This design comes from an exercise in tuning for small area, a short achievable clock period and few clock cycles per item on the open sky130 flow, not from production work.
In this exercise RTL edits were held to simulation tests only and were not proved equivalent to the original.

`run.sh`:
```
#!/bin/bash
# synth_recipe.tcl (not shown) runs the flow's synth.tcl, then flattens the netlist and writes it again
# the make line also repeats each setting of config.mk as NAME=value (left out here)
make -C /OpenROAD-flow-scripts/flow DESIGN_CONFIG=/design/flow/config.mk WORK_HOME=/design/flow/orfs CLKGATE_MAP_FILE= SYNTH_SCRIPT=/design/flow/synth_recipe.tcl finish
```
`config.mk`:
```
export PLATFORM = sky130hd
export DESIGN_NAME = krc_dec
export DESIGN_NICKNAME = krc_dec
export VERILOG_FILES = /design/flow/design.v
export SDC_FILE = /design/flow/constraint.sdc
export NUM_CORES = 4
export LEC_CHECK = 0
export CAP_MARGIN = 20
export CORE_MARGIN = 2
export CORE_UTILIZATION = 40
export SLEW_MARGIN = 20
```
`constraint.sdc`:
```
create_clock -name core_clock -period 22.0 [get_ports {clk}]
set_input_delay 4.4000 -clock core_clock [delete_from_list [all_inputs] [get_ports {clk}]]
set_output_delay 4.4000 -clock core_clock [all_outputs]
set_load 0.01 [all_outputs]
```
`design.v`:
```
module krc_dec (
    input  wire        clk,
    input  wire        rst,
    input  wire        in_valid,
    input  wire [63:0] in_vec,       
    input  wire [31:0] in_data,      
    output wire        in_ready,
    output reg         res_valid,
    output reg  [1:0]  res_status,   
    output reg         res_unit,
    output wire [3:0]  rank,
    output wire [7:0]  piv,
    input  wire [2:0]  rd_sel,
    output wire [63:0] rd_vec,
    output wire [31:0] rd_data
);
    localparam K = 8;
    localparam [2:0] S_IDLE  = 3'd0,
                     S_FWD   = 3'd1,
                     S_INV   = 3'd2,
                     S_SCALE = 3'd3,
                     S_BACK  = 3'd4,
                     S_STORE = 3'd5;
    function [7:0] gf_mul(input [7:0] a, input [7:0] b);
        integer i;
        reg [7:0] r, t;
        begin
            r = 8'd0;
            t = a;
            for (i = 0; i < 8; i = i + 1) begin
                if (b[i]) r = r ^ t;
                t = {t[6:0], 1'b0} ^ (t[7] ? 8'h1d : 8'h00);
            end
            gf_mul = r;
        end
    endfunction
    function [7:0] gf_inv(input [7:0] a);
        integer i;
        reg [7:0] r, sq;
        begin
            r  = 8'd1;
            sq = a;
            for (i = 1; i < 8; i = i + 1) begin
                sq = gf_mul(sq, sq);
                r  = gf_mul(r, sq);
            end
            gf_inv = r;
        end
    endfunction
    function [63:0] vmul(input [7:0] c, input [63:0] v);
        integer i;
        begin
            for (i = 0; i < 8; i = i + 1) vmul[8*i +: 8] = gf_mul(c, v[8*i +: 8]);
        end
    endfunction
    function [31:0] dmul(input [7:0] c, input [31:0] d);
        integer i;
        begin
            for (i = 0; i < 4; i = i + 1) dmul[8*i +: 8] = gf_mul(c, d[8*i +: 8]);
        end
    endfunction
    reg [2:0]  state;
    reg [63:0] rows [0:K-1];
    reg [31:0] syms [0:K-1];
    reg [7:0]  piv_r;
    reg [3:0]  rank_r;
    reg [63:0] scr_v;
    reg [31:0] scr_d;
    reg [2:0]  j;            
    reg [2:0]  p;            
    reg [7:0]  g;            
    reg [2:0] first_nz;
    reg       any_nz;
    integer   c;
    always @(*) begin
        first_nz = 3'd0;
        any_nz   = 1'b0;
        for (c = K - 1; c >= 0; c = c - 1) begin
            if (scr_v[8*c +: 8] != 8'd0) begin
                first_nz = c[2:0];
                any_nz   = 1'b1;
            end
        end
    end
    reg [3:0] nz_count;
    integer   n;
    always @(*) begin
        nz_count = 4'd0;
        for (n = 0; n < K; n = n + 1)
            if (scr_v[8*n +: 8] != 8'd0) nz_count = nz_count + 4'd1;
    end
    wire [7:0] fwd_c  = scr_v[8*j +: 8];
    wire [63:0] row_j = rows[j];
    wire [7:0] back_c = row_j[8*p +: 8];
    always @(posedge clk) begin
        res_valid <= 1'b0;
        if (rst) begin
            state  <= S_IDLE;
            piv_r  <= 8'd0;
            rank_r <= 4'd0;
        end else begin
            case (state)
                S_IDLE: begin
                    if (in_valid) begin
                        if (rank_r == K[3:0]) begin
                            res_valid  <= 1'b1;
                            res_status <= 2'd3;
                            res_unit   <= 1'b0;
                        end else begin
                            scr_v <= in_vec;
                            scr_d <= in_data;
                            j     <= 3'd0;
                            state <= S_FWD;
                        end
                    end
                end
                S_FWD: begin
                    if (piv_r[j] && fwd_c != 8'd0) begin
                        scr_v <= scr_v ^ vmul(fwd_c, rows[j]);
                        scr_d <= scr_d ^ dmul(fwd_c, syms[j]);
                    end
                    j <= j + 3'd1;
                    if (j == 3'd7)
                        state <= S_INV;
                end
                S_INV: begin
                    if (!any_nz) begin
                        res_valid  <= 1'b1;
                        res_status <= 2'd2;
                        res_unit   <= 1'b0;
                        state      <= S_IDLE;
                    end else begin
                        p     <= first_nz;
                        g     <= gf_inv(scr_v[8*first_nz +: 8]);
                        state <= S_SCALE;
                    end
                end
                S_SCALE: begin
                    scr_v <= vmul(g, scr_v);
                    scr_d <= dmul(g, scr_d);
                    j     <= 3'd0;
                    state <= S_BACK;
                end
                S_BACK: begin
                    if (piv_r[j] && back_c != 8'd0) begin
                        rows[j] <= rows[j] ^ vmul(back_c, scr_v);
                        syms[j] <= syms[j] ^ dmul(back_c, scr_d);
                    end
                    j <= j + 3'd1;
                    if (j == 3'd7)
                        state <= S_STORE;
                end
                S_STORE: begin
                    rows[p]    <= scr_v;
                    syms[p]    <= scr_d;
                    piv_r[p]   <= 1'b1;
                    rank_r     <= rank_r + 4'd1;
                    res_valid  <= 1'b1;
                    res_status <= 2'd1;
                    res_unit   <= (nz_count == 4'd1);
                    state      <= S_IDLE;
                end
                default: state <= S_IDLE;
            endcase
        end
    end
    assign in_ready = (state == S_IDLE);
    assign rank     = rank_r;
    assign piv      = piv_r;
    assign rd_vec   = rows[rd_sel];
    assign rd_data  = syms[rd_sel];
endmodule
```
==> flow_metrics.env <==
export IMPL_finalNetCount=9789
export IMPL_synth_distinct_cells=126
export IMPL_area_growth_pct=10.4
export IMPL_final_layout_size_suffix_gt1_share_pct=13.9
export IMPL_synth_common_cells="2015 x xnor2_1, 1766 x nand2_1, 1103 x nor2_1"
export IMPL_crit_required_ns=22.49
export IMPL_chipHeight_um=479
export IMPL_status="no timing/DRC/antenna violations"
export IMPL_crit_end="g[3]$_DFFE_PP_"
export IMPL_grt_antenna_before_repair=15
export IMPL_vias_per_cell=6.01
export IMPL_seq_area_frac_synth_pct=29.7
export IMPL_grt_max_degree=95
export IMPL_synth_fp_nets=9980
export IMPL_avgSynthCellArea_um2=9.17
export IMPL_first_pass_iters=6
export IMPL_finalSetupViolCount=0
export IMPL_clk_pin_slew_worst_paths_ns=0.07
export IMPL_maxCapViolations=0
export IMPL_initial_core_util_pct=40.2
export IMPL_yosysWarnings=1
export IMPL_cts_setup_buffers=0
export IMPL_gp_congestion=0.994
export IMPL_fillers=21200
export IMPL_critical_path_class="flop to flop"
export IMPL_endpoint_kind="flop"
export IMPL_synth_seq_cells=900
export IMPL_htreeDepth=3
export IMPL_regArea_mm2=0.0269
export IMPL_final_area_mm2=0.0998
export IMPL_cp_start_kind="flop"
export IMPL_hold_class="flop to flop"
export IMPL_drt_iter0_drc=10400
export IMPL_tightest_slew_ns=1.23
export IMPL_tns_ns=0
export IMPL_async_flop_share_pct=0
export IMPL_first_global_vias=73600
export IMPL_coreArea_mm2=0.225
export IMPL_routedWlPerCell_um=27.3
export IMPL_cts_resized=0
export IMPL_synth_area_mm2=0.0904
export IMPL_r2r_cells=54
export IMPL_row_count=174
export IMPL_arrival_ns=20.07
export IMPL_hold_buffers=0
export IMPL_drc_errors=0
export IMPL_critPathMostFrequentCell="xnor3_1"
export IMPL_cts_buffers=97
export IMPL_cp_max_fo=38
export IMPL_clk_path_buf_depth=3
export IMPL_synth_top_cell_area_share_pct=29.3
export IMPL_place_ws_ns=2.44
export IMPL_multi_input_area_mm2=0.0606
export IMPL_hold_violations=0
export IMPL_drv_slew=0
export IMPL_relSlewSlack_pct=15.3
export IMPL_ys_flop_type="edfxtp_1"
export IMPL_routed_wl_um=348000
export IMPL_crit_reg2reg_launch="scr_v[17]$_DFFE_PP_"
export IMPL_yosysTopAreaCell="edfxtp_1"
export IMPL_critPathSlowestCell="xnor3_1"
export IMPL_crit_path_start="scr_v[17]$_DFFE_PP_"
export IMPL_vias=76500
export IMPL_rr_endpoint="g[3]$_DFFE_PP_"
export IMPL_max_clock_freq_mhz=51.1
export IMPL_ys_top_cells_by_area="edfxtp_1 29%, xnor2_1 20%, mux4_2 10%, nand2_1 7.3%, nor2_1 4.6%"
export IMPL_cts_root_buffer="clkbuf_16"
export IMPL_grt_total_usage_pct=29.4
export IMPL_cts_tree="done"
export IMPL_syn_inst=9856
export IMPL_hpwl_um=229000
export IMPL_synth_edf_count=881
export IMPL_clock_latency_ns=0.79
export IMPL_grt_overflow_total=0
export IMPL_pin_count=215
export IMPL_fin_skew_ns=0.0765
export IMPL_grt_pass1_wl_um=505000
export IMPL_r2r_slack_ns=2.43
export IMPL_synth_most_common_cell="xnor2_1"
export IMPL_cts_sinks=900
export IMPL_slowest_delay_ns=0.82
export IMPL_final_antenna_net_count=0
export IMPL_grt_setup_unrepaired="false"
export IMPL_portBuffers=214
export IMPL_period_minus_slack_ns=19.57
export IMPL_fin_ws_ns=2.43
export IMPL_place_area_mm2=0.0966
export IMPL_fin_crit_sh_pct=89.0
export IMPL_die_area_mm2=0.230
export IMPL_die_w_um=479
[worst max-delay path, delay by kind of cell (launching register included)]
kind,cells,cell delay [ns]
AOI/OAI and AO/OA,6,1.75
xor gates and xnor gates,29,10.60
adders and majority gates,2,0.82
buffers and inverters,9,3.12
DFF,1,0.36
and+or+nand+nor,8,2.47
[final cells by class]
class,count,share of cell area (%)
inverter,64,0.244
timing repair buffer,603,5.14
tap,2992,3.75
antenna,7,0.0176
clock buffer,123,2.53
sequential,900,26.9
multi-input combinational,7999,60.8
clock inverter,53,0.658
[how the worst min path moves through the flow]
stage	start	endpoint	depth (start not counted)
after CTS	piv_r[2]$_SDFFE_PP0N_	piv_r[2]$_SDFFE_PP0N_	2
after floorplan	rank_r[3]$_SDFFE_PP0N_	rank_r[3]$_SDFFE_PP0N_	2
after detailed placement	piv_r[4]$_SDFFE_PP0N_	piv_r[4]$_SDFFE_PP0N_	2
after global routing	piv_r[5]$_SDFFE_PP0N_	piv_r[5]$_SDFFE_PP0N_	2
after global placement	piv_r[4]$_SDFFE_PP0N_	piv_r[4]$_SDFFE_PP0N_	2
final	piv_r[3]$_SDFFE_PP0N_	piv_r[3]$_SDFFE_PP0N_	2
[routing by layer]
metal / vias to the layer above / track usage [%] / part of all wire [%]
met5: - / 0 / 0.025
met3: 913 / 6.25 / 11
li1: 33300 / - / -
met4: 14 / 15.2 / 5.8
met1: 37600 / 39.0 / 39
met2: 4648 / 45.1 / 44
[flip-flops by register name, indices dropped and copies added (netlist names), named ones only]
signal,flops
res_valid,1
rank_r,4
g,8
scr_d,32
rows,512
piv_r,8
scr_v,64
state,3
res_status,2
p,3
res_unit,1
syms,256
j,3
[layout by cell type, fill, tap and decap left out, types with 21 or more instances in the layout]
master and n:
nor2_1 1093, nand3_1 89, nor2b_1 28, nor3_1 74, mux4_2 419, xnor2_2 55, nor4_1 22, or3_1 21
clkbuf_1 26, a32oi_1 32, buf_4 384, nand2b_1 41, clkdlybuf4s50_1 211, a22oi_1 128, clkbuf_16 97, o22ai_1 76
edfxtp_1 881, and2_1 30, a31oi_1 42, mux2_2 162, xor2_1 420, ha_1 22, o21ai_0 438, inv_1 47
a21oi_1 362, a211oi_1 47, nand2_1 1762, xnor2_1 1985, xnor3_1 91, mux2i_1 151
[per-stage QoR]
stage / std cells / hold slack [ns] / util (%)
after floorplan: 9856 / 0.515 / -
after global placement: 12600 / 0.473 / 43.0
after detailed placement: 12600 / 0.491 / 43.0
after CTS: 12700 / 0.506 / 44.4
after global routing: 12700 / 0.523 / 44.4
final: 12700 / 0.504 / 44.4
[cell families after synthesis]
kind of cell             after synthesis  share of synthesized area [%]
AO/OA/AOI/OAI                       1307                           8.84
XOR/XNOR                            2623                           27.9
adder cells (fa/ha/maj)               22                          0.304
AND/OR/NAND/NOR                     3292                           14.8
flip-flops                           900                           29.7
multiplexers                         755                           14.4
buffers and inverters                957                           4.09
Testbench counts, summed over its fixed seeds: cycles 11,788, payloads 718.

[port drivers added, routing unchanged]
The flow's constraints put no driver on any port. The routed layout listed below was extracted and timed again, unchanged, in two steps.
Step 1 sets driving cells, clkbuf_16 on the clock port and buf_2 on the other inputs (assumed; they add their load-dependent delay and slew).
Step 2, shift: input delay + t, output delay - t, t = (earliest + latest rising clock arrival at the registers) / 2. This alone moves slack from input paths to output paths.
Three values: ideal ports, drivers, drivers and shift; two values: the first two.
t (ns): 0.841
setup WS [ns]: 2.426 / 2.426 / 2.426
worst setup path at the end: register to register
clock arrival spread, ns: 0.077 / 0.077
pins driven straight from the clock port: 1
After both steps this run still meets setup and hold. The setup slack of this run moves by 0.000 ns with the drivers and by 0.000 ns with both steps.
